Source: an optimization exercise on an open RTL-to-GDS flow (aim: small area, a short achievable clock period and few clock cycles per item). Production flows keep margins and buffers that such runs may drop. Function not checked in this run: the RTL went through the layout flow alone. Power is estimated from default activity; no workload was simulated.

<file path="flow/flow/run.sh">
#!/bin/bash
# The standard layout (standard.sh), with plain buf_1 cells as the port buffers.
export BUFFER_PORTS_ARGS="-buffer_cell sky130_fd_sc_hd__buf_1"
bash standard.sh > standard_run.log 2>&1
</file>
<file path="flow/design.v">
module cnetz_bchdec (input wire [14:0] w, output wire [6:0] data, output wire [1:0] code);
    wire n1; cnetz_x2 u1 (.a(w[11]), .b(w[13]), .y(n1));
    wire n2; cnetz_x2 u2 (.a(w[8]), .b(w[14]), .y(n2));
    wire n3; cnetz_x2 u3 (.a(w[1]), .b(w[12]), .y(n3));
    wire n4; cnetz_x2 u4 (.a(w[0]), .b(w[12]), .y(n4));
    wire n5; cnetz_x2 u5 (.a(w[8]), .b(w[9]), .y(n5));
    wire n6; cnetz_x2 u6 (.a(w[4]), .b(w[5]), .y(n6));
    wire n7; cnetz_x2 u7 (.a(w[2]), .b(w[3]), .y(n7));
    wire n8; cnetz_x2 u8 (.a(w[5]), .b(w[8]), .y(n8));
    wire n9; cnetz_x2 u9 (.a(w[3]), .b(w[14]), .y(n9));
    wire n10; cnetz_x2 u10 (.a(w[13]), .b(w[14]), .y(n10));
    wire n11; cnetz_x2 u11 (.a(w[6]), .b(w[13]), .y(n11));
    wire n12; cnetz_x2 u12 (.a(w[1]), .b(w[8]), .y(n12));
    wire n13; cnetz_x2 u13 (.a(w[7]), .b(w[10]), .y(n13));
    wire n14; cnetz_x2 u14 (.a(w[0]), .b(w[14]), .y(n14));
    wire n15; cnetz_x2 u15 (.a(w[2]), .b(w[10]), .y(n15));
    wire n16; cnetz_x2 u16 (.a(w[4]), .b(w[10]), .y(n16));
    wire n17; cnetz_x2 u17 (.a(w[7]), .b(w[9]), .y(n17));
    wire n18; cnetz_x2 u18 (.a(w[2]), .b(w[6]), .y(n18));
    wire n19; cnetz_x2 u19 (.a(w[11]), .b(w[12]), .y(n19));
    wire n20; cnetz_x2 u20 (.a(w[5]), .b(w[9]), .y(n20));
    wire n21; cnetz_x2 u21 (.a(w[9]), .b(w[10]), .y(n21));
    wire n22; cnetz_x2 u22 (.a(n9), .b(n19), .y(n22));
    wire n23; cnetz_x2 u23 (.a(w[2]), .b(w[4]), .y(n23));
    wire n24; cnetz_x2 u24 (.a(w[0]), .b(w[11]), .y(n24));
    wire n25; cnetz_x2 u25 (.a(w[6]), .b(w[12]), .y(n25));
    wire n26; cnetz_x2 u26 (.a(n7), .b(n20), .y(n26));
    wire n27; cnetz_x2 u27 (.a(w[7]), .b(w[11]), .y(n27));
    wire n28; cnetz_x2 u28 (.a(w[3]), .b(w[6]), .y(n28));
    wire n29; cnetz_x2 u29 (.a(n1), .b(n15), .y(n29));
    wire n30; cnetz_x2 u30 (.a(w[1]), .b(w[5]), .y(n30));
    wire n31; cnetz_x2 u31 (.a(w[4]), .b(w[13]), .y(n31));
    wire n32; cnetz_x2 u32 (.a(n14), .b(n18), .y(n32));
    wire n33; cnetz_x2 u33 (.a(n16), .b(n28), .y(n33));
    wire n34; cnetz_x2 u34 (.a(n10), .b(n30), .y(n34));
    wire n35; cnetz_x2 u35 (.a(n3), .b(n21), .y(n35));
    wire n36; cnetz_x2 u36 (.a(n11), .b(n17), .y(n36));
    wire n37; cnetz_x2 u37 (.a(n5), .b(n24), .y(n37));
    wire n38; cnetz_x2 u38 (.a(n8), .b(n25), .y(n38));
    wire n39; cnetz_x2 u39 (.a(n6), .b(n27), .y(n39));
    wire n40; cnetz_x2 u40 (.a(n2), .b(n13), .y(n40));
    wire n41; cnetz_x2 u41 (.a(n12), .b(n23), .y(n41));
    wire n42; cnetz_x2 u42 (.a(n4), .b(n31), .y(n42));
    wire n43; cnetz_x2 u43 (.a(n33), .b(n34), .y(n43));
    wire n44; cnetz_x2 u44 (.a(n39), .b(n35), .y(n44));
    wire n45; cnetz_x2 u45 (.a(n37), .b(n32), .y(n45));
    wire n46; cnetz_x2 u46 (.a(n38), .b(n35), .y(n46));
    wire n47; cnetz_x2 u47 (.a(n33), .b(n37), .y(n47));
    wire n48; cnetz_x2 u48 (.a(n41), .b(n22), .y(n48));
    wire n49; cnetz_x2 u49 (.a(n41), .b(n45), .y(n49));
    wire n50; cnetz_x2 u50 (.a(n37), .b(n43), .y(n50));
    wire n51; cnetz_x2 u51 (.a(n37), .b(n46), .y(n51));
    wire n52; cnetz_x2 u52 (.a(n32), .b(n44), .y(n52));
    wire n53; cnetz_o211ai u53 (.a(n38), .b(n40), .c(n41), .d(n37), .y(n53));
    wire n54; cnetz_o211ai u54 (.a(n41), .b(n37), .c(n38), .d(n40), .y(n54));
    wire n55; cnetz_nand2 u55 (.a(n53), .b(n54), .y(n55));
    cnetz_x2 u56 (.a(w[8]), .b(n55), .y(data[0]));
    wire n57; cnetz_o211ai u57 (.a(n35), .b(n36), .c(n26), .d(n37), .y(n57));
    wire n58; cnetz_o211ai u58 (.a(n26), .b(n37), .c(n35), .d(n36), .y(n58));
    wire n59; cnetz_nand2 u59 (.a(n57), .b(n58), .y(n59));
    cnetz_x2 u60 (.a(w[9]), .b(n59), .y(data[1]));
    wire n61; cnetz_o211ai u61 (.a(n29), .b(n40), .c(n33), .d(n35), .y(n61));
    wire n62; cnetz_o211ai u62 (.a(n33), .b(n35), .c(n29), .d(n40), .y(n62));
    wire n63; cnetz_nand2 u63 (.a(n61), .b(n62), .y(n63));
    cnetz_x2 u64 (.a(w[10]), .b(n63), .y(data[2]));
    wire n65; cnetz_o211ai u65 (.a(n29), .b(n22), .c(n39), .d(n37), .y(n65));
    wire n66; cnetz_o211ai u66 (.a(n39), .b(n37), .c(n29), .d(n22), .y(n66));
    wire n67; cnetz_nand2 u67 (.a(n65), .b(n66), .y(n67));
    cnetz_x2 u68 (.a(w[11]), .b(n67), .y(data[3]));
    wire n69; cnetz_o211ai u69 (.a(n42), .b(n22), .c(n38), .d(n35), .y(n69));
    wire n70; cnetz_o211ai u70 (.a(n38), .b(n35), .c(n42), .d(n22), .y(n70));
    wire n71; cnetz_nand2 u71 (.a(n69), .b(n70), .y(n71));
    cnetz_x2 u72 (.a(w[12]), .b(n71), .y(data[4]));
    wire n73; cnetz_o211ai u73 (.a(n42), .b(n34), .c(n36), .d(n29), .y(n73));
    wire n74; cnetz_o211ai u74 (.a(n36), .b(n29), .c(n42), .d(n34), .y(n74));
    wire n75; cnetz_nand2 u75 (.a(n73), .b(n74), .y(n75));
    cnetz_x2 u76 (.a(w[13]), .b(n75), .y(data[5]));
    wire n77; cnetz_o211ai u77 (.a(n22), .b(n34), .c(n32), .d(n40), .y(n77));
    wire n78; cnetz_o211ai u78 (.a(n32), .b(n40), .c(n22), .d(n34), .y(n78));
    wire n79; cnetz_nand2 u79 (.a(n77), .b(n78), .y(n79));
    cnetz_x2 u80 (.a(w[14]), .b(n79), .y(data[6]));
    wire [3:0] kc;
    cnetz_cube u_cube (.p({n44, n48, n43, n47}), .k(kc));
    wire n81; cnetz_x2 u81 (.a(kc[0]), .b(n49), .y(n81));
    wire n82; cnetz_x2 u82 (.a(kc[1]), .b(n51), .y(n82));
    wire n83; cnetz_x2 u83 (.a(kc[2]), .b(n50), .y(n83));
    wire n84; cnetz_x2 u84 (.a(kc[3]), .b(n52), .y(n84));
    wire n85; cnetz_or4 u85 (.a(n47), .b(n43), .c(n48), .d(n44), .y(n85));
    wire n86; cnetz_or4 u86 (.a(n49), .b(n51), .c(n50), .d(n52), .y(n86));
    wire n87; cnetz_or4 u87 (.a(n81), .b(n82), .c(n83), .d(n84), .y(n87));
    wire n88; cnetz_nand2 u88 (.a(n49), .b(kc[1]), .y(n88));
    wire n89; cnetz_nand2 u89 (.a(n51), .b(kc[0]), .y(n89));
    wire n90; cnetz_nand2 u90 (.a(n50), .b(kc[3]), .y(n90));
    wire n91; cnetz_nand2 u91 (.a(n52), .b(kc[2]), .y(n91));
    wire n92; cnetz_x2 u92 (.a(n88), .b(n89), .y(n92));
    wire n93; cnetz_x2 u93 (.a(n90), .b(n91), .y(n93));
    wire n94; cnetz_x2 u94 (.a(n92), .b(n93), .y(n94));
    cnetz_mux2 u95 (.a(n86), .b(n87), .s(n85), .y(code[1]));
    wire n96; cnetz_mux2i u96 (.a(n86), .b(n94), .s(n85), .y(n96));
    cnetz_nand2 u97 (.a(n87), .b(n96), .y(code[0]));
endmodule
module cnetz_cube(p, k);
  input [3:0] p;
  wire [3:0] p;
  output [3:0] k;
  wire [3:0] k;
  wire _00_;
  wire _01_;
  wire _02_;
  wire _03_;
  wire _04_;
  wire _05_;
  wire _06_;
  wire _07_;
  wire _08_;
  wire _09_;
  wire _10_;
    cnetz_g_nor2 _11_ (.A(p[3]), .B(p[2]), .Y(_10_));
    cnetz_g_or3 _12_ (.A(p[1]), .B(p[0]), .C(_10_), .X(k[2]));
    cnetz_g_nand2 _13_ (.A(p[0]), .B(p[2]), .Y(_00_));
    cnetz_g_o21ai _14_ (.A1(p[0]), .A2(p[3]), .B1(_00_), .Y(_01_));
    cnetz_g_and3 _15_ (.A(p[0]), .B(p[3]), .C(p[2]), .X(_02_));
    cnetz_g_nor3 _16_ (.A(p[1]), .B(_10_), .C(_02_), .Y(_03_));
    cnetz_g_a21oi _17_ (.A1(p[1]), .A2(_01_), .B1(_03_), .Y(k[1]));
    cnetz_g_inv _18_ (.A(p[0]), .Y(_04_));
    cnetz_g_o21ai _19_ (.A1(_04_), .A2(p[3]), .B1(p[2]), .Y(_05_));
    cnetz_g_nand2 _20_ (.A(p[0]), .B(_10_), .Y(_06_));
    cnetz_g_a21o _21_ (.A1(p[0]), .A2(p[3]), .B1(p[1]), .X(_07_));
    cnetz_g_a21oi _22_ (.A1(_04_), .A2(_10_), .B1(_07_), .Y(_08_));
    cnetz_g_a31oi _23_ (.A1(p[1]), .A2(_05_), .A3(_06_), .B1(_08_), .Y(k[0]));
    cnetz_g_or2 _24_ (.A(p[0]), .B(p[2]), .X(_09_));
    cnetz_g_a21o _25_ (.A1(_00_), .A2(_09_), .B1(p[3]), .X(k[3]));
endmodule
module cnetz_g_nor2 (input wire A, input wire B, output wire Y);
    assign Y = (~A&~B);
endmodule
module cnetz_g_or3 (input wire A, input wire B, input wire C, output wire X);
    assign X = (A) | (B) | (C);
endmodule
module cnetz_g_nand2 (input wire A, input wire B, output wire Y);
    assign Y = (~A) | (~B);
endmodule
module cnetz_g_o21ai (input wire A1, input wire A2, input wire B1, output wire Y);
    assign Y = (~A1&~A2) | (~B1);
endmodule
module cnetz_g_and3 (input wire A, input wire B, input wire C, output wire X);
    assign X = (A&B&C);
endmodule
module cnetz_g_nor3 (input wire A, input wire B, input wire C, output wire Y);
    assign Y = (~A&~B&~C);
endmodule
module cnetz_g_a21oi (input wire A1, input wire A2, input wire B1, output wire Y);
    assign Y = (~A1&~B1) | (~A2&~B1);
endmodule
module cnetz_g_inv (input wire A, output wire Y);
    assign Y = (~A);
endmodule
module cnetz_g_a21o (input wire A1, input wire A2, input wire B1, output wire X);
    assign X = (A1&A2) | (B1);
endmodule
module cnetz_g_a31oi (input wire A1, input wire A2, input wire A3, input wire B1, output wire Y);
    assign Y = (~A1&~B1) | (~A2&~B1) | (~A3&~B1);
endmodule
module cnetz_g_or2 (input wire A, input wire B, output wire X);
    assign X = (A) | (B);
endmodule
module cnetz_a2 (input wire a, input wire b, output wire y);
    assign y = a & b;
endmodule
module cnetz_a21o (input wire a, input wire b, input wire c, output wire y);
    assign y = (a & b) | c;
endmodule
module cnetz_maj (input wire a, input wire b, input wire c, output wire y);
    assign y = (a & b) | (a & c) | (b & c);
endmodule
module cnetz_mux2 (input wire a, input wire b, input wire s, output wire y);
    assign y = s ? b : a;
endmodule
module cnetz_mux2i (input wire a, input wire b, input wire s, output wire y);
    assign y = ~(s ? b : a);
endmodule
module cnetz_nand2 (input wire a, input wire b, output wire y);
    assign y = ~(a & b);
endmodule
module cnetz_o211ai (input wire a, input wire b, input wire c, input wire d, output wire y);
    assign y = ~((a | b) & c & d);
endmodule
module cnetz_or2 (input wire a, input wire b, output wire y);
    assign y = a | b;
endmodule
module cnetz_or4 (input wire a, input wire b, input wire c, input wire d, output wire y);
    assign y = a | b | c | d;
endmodule
module cnetz_x2 (input wire a, input wire b, output wire y);
    assign y = a ^ b;
endmodule
module cnetz_rxdec (
    input  wire         clk,
    input  wire         rst,           
    input  wire         in_valid,
    output wire         in_ready,
    input  wire [149:0] in_frame,
    output reg          out_valid,
    input  wire         out_ready,
    output reg  [2:0]   out_stat,      
    output wire [63:0]  out_payload,
    output wire [5:0]   out_pad,
    output wire [19:0]  out_eflags,    
    output wire [4:0]   out_errcnt
);
    localparam [2:0] ST_OK        = 3'd1;
    localparam [2:0] ST_CORRECTED = 3'd2;
    localparam [2:0] ST_UNCORR    = 3'd3;
    localparam [2:0] ST_IDLE      = 3'd4;
    wire [14:0] word [0:9];
    wire [6:0]  data [0:9];
    wire [1:0]  code [0:9];
    genvar g, c;
    generate
        for (g = 0; g < 10; g = g + 1) begin : lane
            for (c = 0; c < 15; c = c + 1) begin : bitmap
                assign word[g][14-c] = in_frame[149 - (10*c + g)];
            end
            cnetz_bchdec u_dec (
                .w    (word[g]),
                .data (data[g]),
                .code (code[g])
            );
        end
    endgenerate
    reg [69:0] info_r;       
    reg [19:0] code_r;       
    cnetz_or2 u_in_ready (.a(!out_valid), .b(out_ready), .y(in_ready));
    wire load = !out_valid || out_ready;
    always @(posedge clk) begin
        if (rst)
            out_valid <= 1'b0;
        else if (load)
            out_valid <= in_valid;
    end
    always @(posedge clk) begin
        if (load) begin
            info_r <= {data[0], data[1], data[2], data[3], data[4],
                       data[5], data[6], data[7], data[8], data[9]};
            code_r <= {code[9], code[8], code[7], code[6], code[5],
                       code[4], code[3], code[2], code[1], code[0]};
        end
    end
    assign out_payload = info_r[69:6];
    assign out_pad     = info_r[5:0];
    assign out_eflags  = code_r;
    wire [9:0] c_lo, c_hi;
    generate
        for (g = 0; g < 10; g = g + 1) begin : split
            assign c_lo[g] = code_r[2*g];
            assign c_hi[g] = code_r[2*g+1];
        end
    endgenerate
    cnetz_ecsum u_errcnt (.a(c_lo), .b(c_hi), .o(out_errcnt));
    wire any_fail = |(c_lo & c_hi);
    wire idle     = (&out_payload) || !(|out_payload);
    always @* begin
        if (any_fail)
            out_stat = ST_UNCORR;
        else if (idle)
            out_stat = ST_IDLE;
        else if (!(|code_r))
            out_stat = ST_OK;
        else
            out_stat = ST_CORRECTED;
    end
endmodule
module cnetz_ecsum (input wire [9:0] a, input wire [9:0] b, output wire [4:0] o);
    wire e1; cnetz_x2 ue1 (.a(a[0]), .b(a[1]), .y(e1));
    wire e2; cnetz_x2 ue2 (.a(b[0]), .b(b[1]), .y(e2));
    wire e3; cnetz_a21o ue3 (.a(a[0]), .b(a[1]), .c(e2), .y(e3));
    wire e4; cnetz_a2 ue4 (.a(b[0]), .b(b[1]), .y(e4));
    wire e5; cnetz_x2 ue5 (.a(a[2]), .b(a[3]), .y(e5));
    wire e6; cnetz_x2 ue6 (.a(b[2]), .b(b[3]), .y(e6));
    wire e7; cnetz_a21o ue7 (.a(a[2]), .b(a[3]), .c(e6), .y(e7));
    wire e8; cnetz_a2 ue8 (.a(b[2]), .b(b[3]), .y(e8));
    wire e9; cnetz_x2 ue9 (.a(a[4]), .b(a[5]), .y(e9));
    wire e10; cnetz_x2 ue10 (.a(b[4]), .b(b[5]), .y(e10));
    wire e11; cnetz_a21o ue11 (.a(a[4]), .b(a[5]), .c(e10), .y(e11));
    wire e12; cnetz_a2 ue12 (.a(b[4]), .b(b[5]), .y(e12));
    wire e13; cnetz_x2 ue13 (.a(a[6]), .b(a[7]), .y(e13));
    wire e14; cnetz_x2 ue14 (.a(b[6]), .b(b[7]), .y(e14));
    wire e15; cnetz_a21o ue15 (.a(a[6]), .b(a[7]), .c(e14), .y(e15));
    wire e16; cnetz_a2 ue16 (.a(b[6]), .b(b[7]), .y(e16));
    wire e17; cnetz_x2 ue17 (.a(a[8]), .b(a[9]), .y(e17));
    wire e18; cnetz_x2 ue18 (.a(b[8]), .b(b[9]), .y(e18));
    wire e19; cnetz_a21o ue19 (.a(a[8]), .b(a[9]), .c(e18), .y(e19));
    wire e20; cnetz_a2 ue20 (.a(b[8]), .b(b[9]), .y(e20));
    wire e21; cnetz_x2 ue21 (.a(e1), .b(e5), .y(e21));
    wire e22; cnetz_x2 ue22 (.a(e21), .b(e9), .y(e22));
    wire e23; cnetz_maj ue23 (.a(e1), .b(e5), .c(e9), .y(e23));
    wire e24; cnetz_x2 ue24 (.a(e13), .b(e17), .y(e24));
    cnetz_x2 ue25 (.a(e24), .b(e22), .y(o[0]));
    wire e26; cnetz_maj ue26 (.a(e13), .b(e17), .c(e22), .y(e26));
    wire e27; cnetz_x2 ue27 (.a(e3), .b(e7), .y(e27));
    wire e28; cnetz_x2 ue28 (.a(e27), .b(e11), .y(e28));
    wire e29; cnetz_maj ue29 (.a(e3), .b(e7), .c(e11), .y(e29));
    wire e30; cnetz_x2 ue30 (.a(e15), .b(e19), .y(e30));
    wire e31; cnetz_x2 ue31 (.a(e30), .b(e23), .y(e31));
    wire e32; cnetz_maj ue32 (.a(e15), .b(e19), .c(e23), .y(e32));
    wire e33; cnetz_x2 ue33 (.a(e28), .b(e31), .y(e33));
    cnetz_x2 ue34 (.a(e33), .b(e26), .y(o[1]));
    wire e35; cnetz_maj ue35 (.a(e28), .b(e31), .c(e26), .y(e35));
    wire e36; cnetz_x2 ue36 (.a(e4), .b(e8), .y(e36));
    wire e37; cnetz_x2 ue37 (.a(e36), .b(e12), .y(e37));
    wire e38; cnetz_maj ue38 (.a(e4), .b(e8), .c(e12), .y(e38));
    wire e39; cnetz_x2 ue39 (.a(e16), .b(e20), .y(e39));
    wire e40; cnetz_x2 ue40 (.a(e39), .b(e37), .y(e40));
    wire e41; cnetz_maj ue41 (.a(e16), .b(e20), .c(e37), .y(e41));
    wire e42; cnetz_x2 ue42 (.a(e29), .b(e40), .y(e42));
    wire e43; cnetz_x2 ue43 (.a(e42), .b(e32), .y(e43));
    wire e44; cnetz_maj ue44 (.a(e29), .b(e40), .c(e32), .y(e44));
    cnetz_x2 ue45 (.a(e43), .b(e35), .y(o[2]));
    wire e46; cnetz_a2 ue46 (.a(e43), .b(e35), .y(e46));
    wire e47; cnetz_x2 ue47 (.a(e38), .b(e41), .y(e47));
    wire e48; cnetz_x2 ue48 (.a(e47), .b(e44), .y(e48));
    wire e49; cnetz_maj ue49 (.a(e38), .b(e41), .c(e44), .y(e49));
    cnetz_x2 ue50 (.a(e48), .b(e46), .y(o[3]));
    wire e51; cnetz_a2 ue51 (.a(e48), .b(e46), .y(e51));
    cnetz_x2 ue52 (.a(e49), .b(e51), .y(o[4]));
    wire e53; cnetz_a2 ue53 (.a(e49), .b(e51), .y(e53));
endmodule
</file>
<file path="flow/constraint.sdc">
create_clock -name core_clock -period 10.0 [get_ports {clk}]
set_input_delay 2.0000 -clock core_clock [delete_from_list [all_inputs] [get_ports {clk}]]
set_output_delay 2.0000 -clock core_clock [all_outputs]
set_load 0.01 [all_outputs]
</file>
<file path="flow/standard.sh">
#!/bin/bash
# synth_recipe.tcl (not shown) runs the flow's synth.tcl, then flattens the netlist and writes it again
# the make line also repeats each setting of config.mk as NAME=value (left out here)
make -C /OpenROAD-flow-scripts/flow DESIGN_CONFIG=/design/flow/config.mk WORK_HOME=/design/flow/orfs CLKGATE_MAP_FILE= SYNTH_SCRIPT=/design/flow/synth_recipe.tcl "${@:-finish}"
</file>
<file path="flow/config.mk">
export PLATFORM = sky130hd
export DESIGN_NAME = cnetz_rxdec
export DESIGN_NICKNAME = cnetz_rxdec
export VERILOG_FILES = /design/flow/design.v
export SDC_FILE = /design/flow/constraint.sdc
export NUM_CORES = 4
export LEC_CHECK = 0
export CAP_MARGIN = 20
export CORE_MARGIN = 2
export CORE_UTILIZATION = 40
export SLEW_MARGIN = 20
export SYNTH_HIERARCHICAL = 1
export SYNTH_MINIMUM_KEEP_SIZE = 0
</file>
==> flow_summary.toml <==
[power]
power_leakage_nw = 6.14
total_power_mw = 3.79
ir_drop_v = 0.000317
power_density_mw_per_mm2 = 254

[clocking]
cts_resized = 0
clk_path_buf_depth = 2
cts_buffers = 9
cts_tree = "done"
cts_max_level = 3
post_cts_buffers = 0
clk_pin_slew_worst_paths_ns = 0.08
postCtsHoldBufs = 0
root_buffer = "clkbuf_16"
insertion_delay_ns = 0.35
cts_sinks = 91

[logic_synthesis]
yosysTopAreaCell = "xor2_1"
synth-seq-cells = 91
yosys.area.top_type_share_pct = 46.5
ys_async_sr_fraction_pct = 0
yosysSeqAreaShare_pct = 20.9
syn_avg_cell_area_sq_um = 9.79
synth_ff_type = "edfxtp_1"
synth_common_cells = "xor2_1 (691), nand2_1 (142), o211ai_2 (140), edfxtp_1 (90), or4_1 (30)"
syn_inst = 1328
synthesis.area_sq_mm = 0.0130
synth_nets = 1482
synthTopCellsByArea = "xor2_1 (47%), edfxtp_1 (21%), o211ai_2 (13%), nand2_1 (4.1%), or4_1 (1.7%)"
synth_most_common_cell = "xor2_1"
yosys_warnings = 7
synth_cell_types = 34
synth_edf_count = 90

[worst_hold_path]
holdPathStages = 2
hp-start = "out_valid"
hold_path.class = "reg2reg"
hold_end = "out_valid"

[finish]
fillers = 3112
area_growth_pct = 14.4
fin_nets = 1757
drive_gt1_share_pct = 13.8
design_area_sq_mm = 0.0149

[timing]
fmax_ghz = 0.193
setup_violations = 0
finalHoldViolCount = 0
max_slew_margin_pct = 28.1
skew_ns = 0.0124
slew_violations = 0
fin_crit_sh_pct = 51.8
fin_tns_setup_ns = 0
rsz0062_at_grt = "false"
period_minus_slack_ns = 5.18
worstMarginPinSlew_ns = 1.07

[placed_design]
placed_area_sq_mm = 0.0146
hpwlAfterDp_mm = 26.9
portBuffers = 253
gp_congestion = 0.870

[detailed_routing]
drt-initial-drc-count = 657
drc_errors = 0
totalWireLength_mm = 33.2
viasPerCell = 5.14
drtAntennaViolNets = 0
first_pass_iters = 6
detail_route.wl_per_cell_um = 16.2
vias = 10500

[floorplanning]
core_sq_mm = 0.0323
die_height_um = 184
io_pins = 254
initial_core_util_pct = 40.3
die_w_um = 184
rows = 66
fp.dieArea_sq_mm = 0.0340

[grt]
overflow = 0
grt_pass1_vias = 10000
grt_util_all_layers_pct = 19.2
antenna_found_initial = 2
grt_max_degree = 79
grt_pass1_wl_mm = 52.5

[worst_setup_path]
endpoint_kind = "flip-flop"
r2r_end = "info_r[22]"
r2r-start = "out_valid"
critical_path_peak_fanout = 10
cp_data_required_time_ns = 10.11
cp-start-kind = "primary input"
crit_type = "in2reg"
ff2ff_path_depth = 2
r2r_slack_ns = 8.40
worstPathArrival_ns = 5.29

[flow_run]
drv_cap = 0

[run_status]
status = "complete, no violations"
metal layers:
layer | global-route usage (%) | vias up | wire, um
met4 | 4.19 | 0 | 425
li1 | - | 5253 | -
met1 | 26.6 | 5018 | 16100
met3 | 2.98 | 28 | 1360
met2 | 31.4 | 247 | 15300
met5 | 0 | - | 0
worst max-delay path: stages:
cell	delay [ns]
buf_1	0.30
xor2_1	0.22
xor2_1	0.86
xor2_1	0.49
inv_1	0.13
o21ai_1	0.14
a31oi_1	0.13
xor2_1	0.20
or4_1	0.54
mux2_4	0.27
how the worst max path moves through the flow:
stage / startpoint / to / cells past startpoint
3_5_place_dp: in_frame[117] / code_r[5] / 10
6_report: in_frame[117] / code_r[5] / 10
3_3_place_gp: in_frame[118] / code_r[3] / 10
4_1_cts: in_frame[117] / code_r[5] / 10
2_1_floorplan: in_frame[114] / code_r[11] / 9
5_1_grt: in_frame[118] / code_r[3] / 10
flip-flops by register name, indices dropped and copies added (netlist names):
| name | flops |
|---|---|
| code_r | 20 |
| info_r | 70 |
| out_valid | 1 |
layout make-up:
| type | count | area [sq um] | share of cell area (%) |
|---|---|---|---|
| Multi-Input combinational cell | 1225 | 10200 | 68.9 |
| Antenna cell | 1 | 2.50 | 0.0168 |
| Sequential cell | 91 | 2720 | 18.3 |
| Inverter | 12 | 45.0 | 0.303 |
| Tap cell | 442 | 553 | 3.72 |
| Clock buffer | 9 | 225 | 1.51 |
| Clock inverter | 7 | 43.8 | 0.294 |
| Timing Repair Buffer | 264 | 1040 | 6.96 |
per-module statistics from Yosys (local to each module, per instance), a selection:
module | flops+latches | area, sq um | copies in the design
cnetz_maj | 0 | 11.3 | 9
cnetz_g_nor3 | 0 | 10.0 | 10
cnetz_mux2i | 0 | 10.0 | 10
cnetz_g_a21oi | 0 | 8.76 | 20
cnetz_x2 | 0 | 8.76 | 691
cnetz_g_a21o | 0 | 7.51 | 20
cnetz_or4 | 0 | 7.51 | 30
cnetz_g_or2 | 0 | 6.26 | 10
cnetz_g_or3 | 0 | 6.26 | 10
cnetz_or2 | 0 | 6.26 | 1
cnetz_a2 | 0 | 6.26 | 7
cnetz_g_o21ai | 0 | 5.00 | 20
cnetz_g_nor2 | 0 | 3.75 | 10
cnetz_g_nand2 | 0 | 3.75 | 20
cnetz_g_inv | 0 | 3.75 | 10
power by group:
group          switching, mW  internal (mW)
logic                   1.62           1.03
registers              0.169          0.641
clock network          0.152          0.168
through the flow:
step / utilization, % / hold slack, ns / std cells / setup WS (ns)
4_1_cts: 46.1 / 0.679 / 2050 / 4.81
3_5_place_dp: 45.2 / 0.668 / 2034 / 4.43
5_1_grt: 46.1 / 0.718 / 2050 / 4.48
6_report: 46.1 / 0.674 / 2051 / 4.82
3_3_place_gp: 45.2 / 0.675 / 2034 / 4.49
2_1_floorplan: - / 2.07 / 1328 / 5.14
cell families (layout without fill, tap and decap cells):
family | count (synthesis) | count (layout) | synth area share, %
xor+xnor | 691 | 691 | 46.5
simple gates | 282 | 282 | 11.4
buf+inv | 12 | 292 | 0.346
fa+ha+maj | 9 | 9 | 0.779
flops | 91 | 91 | 20.9
compound gates | 223 | 223 | 18.1
other cells | 0 | 1 | 0
mux | 20 | 20 | 1.92
layout by cell type (no fill, tap or decap), drive strengths merged:
master and count:
a21boi 1, a21o 25, a21oi 21, a221oi 2, a22o 2, a22oi 1
a31oi 10, and2 7, and3 11, buf 264, clkbuf 9, clkinv 5
clkinvlp 1, dfxtp 1, diode 1, edfxtp 90, inv 13, maj3 9
mux2 10, mux2i 10, nand2 142, nand2b 1, nand3 1, nand4 21
nor2 12, nor3 10, nor4 25, o211ai 140, o21ai 20, o31ai 1
or2 11, or3 10, or4 31, xor2 691

[what the ideal ports hide]
The results above use ideal ports. As a check the final layout listed here was re-extracted and re-timed, cells and wires unchanged.
Step 1 assumes that a clkbuf_16 drives the clock port and a buf_2 every other input.
Step 2, shift: input delay + t, output delay - t, t = (earliest + latest rising clock arrival at the registers) / 2. This alone moves slack from input paths to output paths.
a / b / c = ideal ports / drivers / drivers and shift; a / b = the first two.
shift t [ns]: 0.388
setup WS [ns]: 4.817 / 4.838 / 4.450
latest minus earliest clock arrival (ns): 0.015 / 0.015
After both steps setup and hold are still met in this run. The setup slack of this run moves by +0.021 ns with the drivers and by -0.367 ns with both steps.
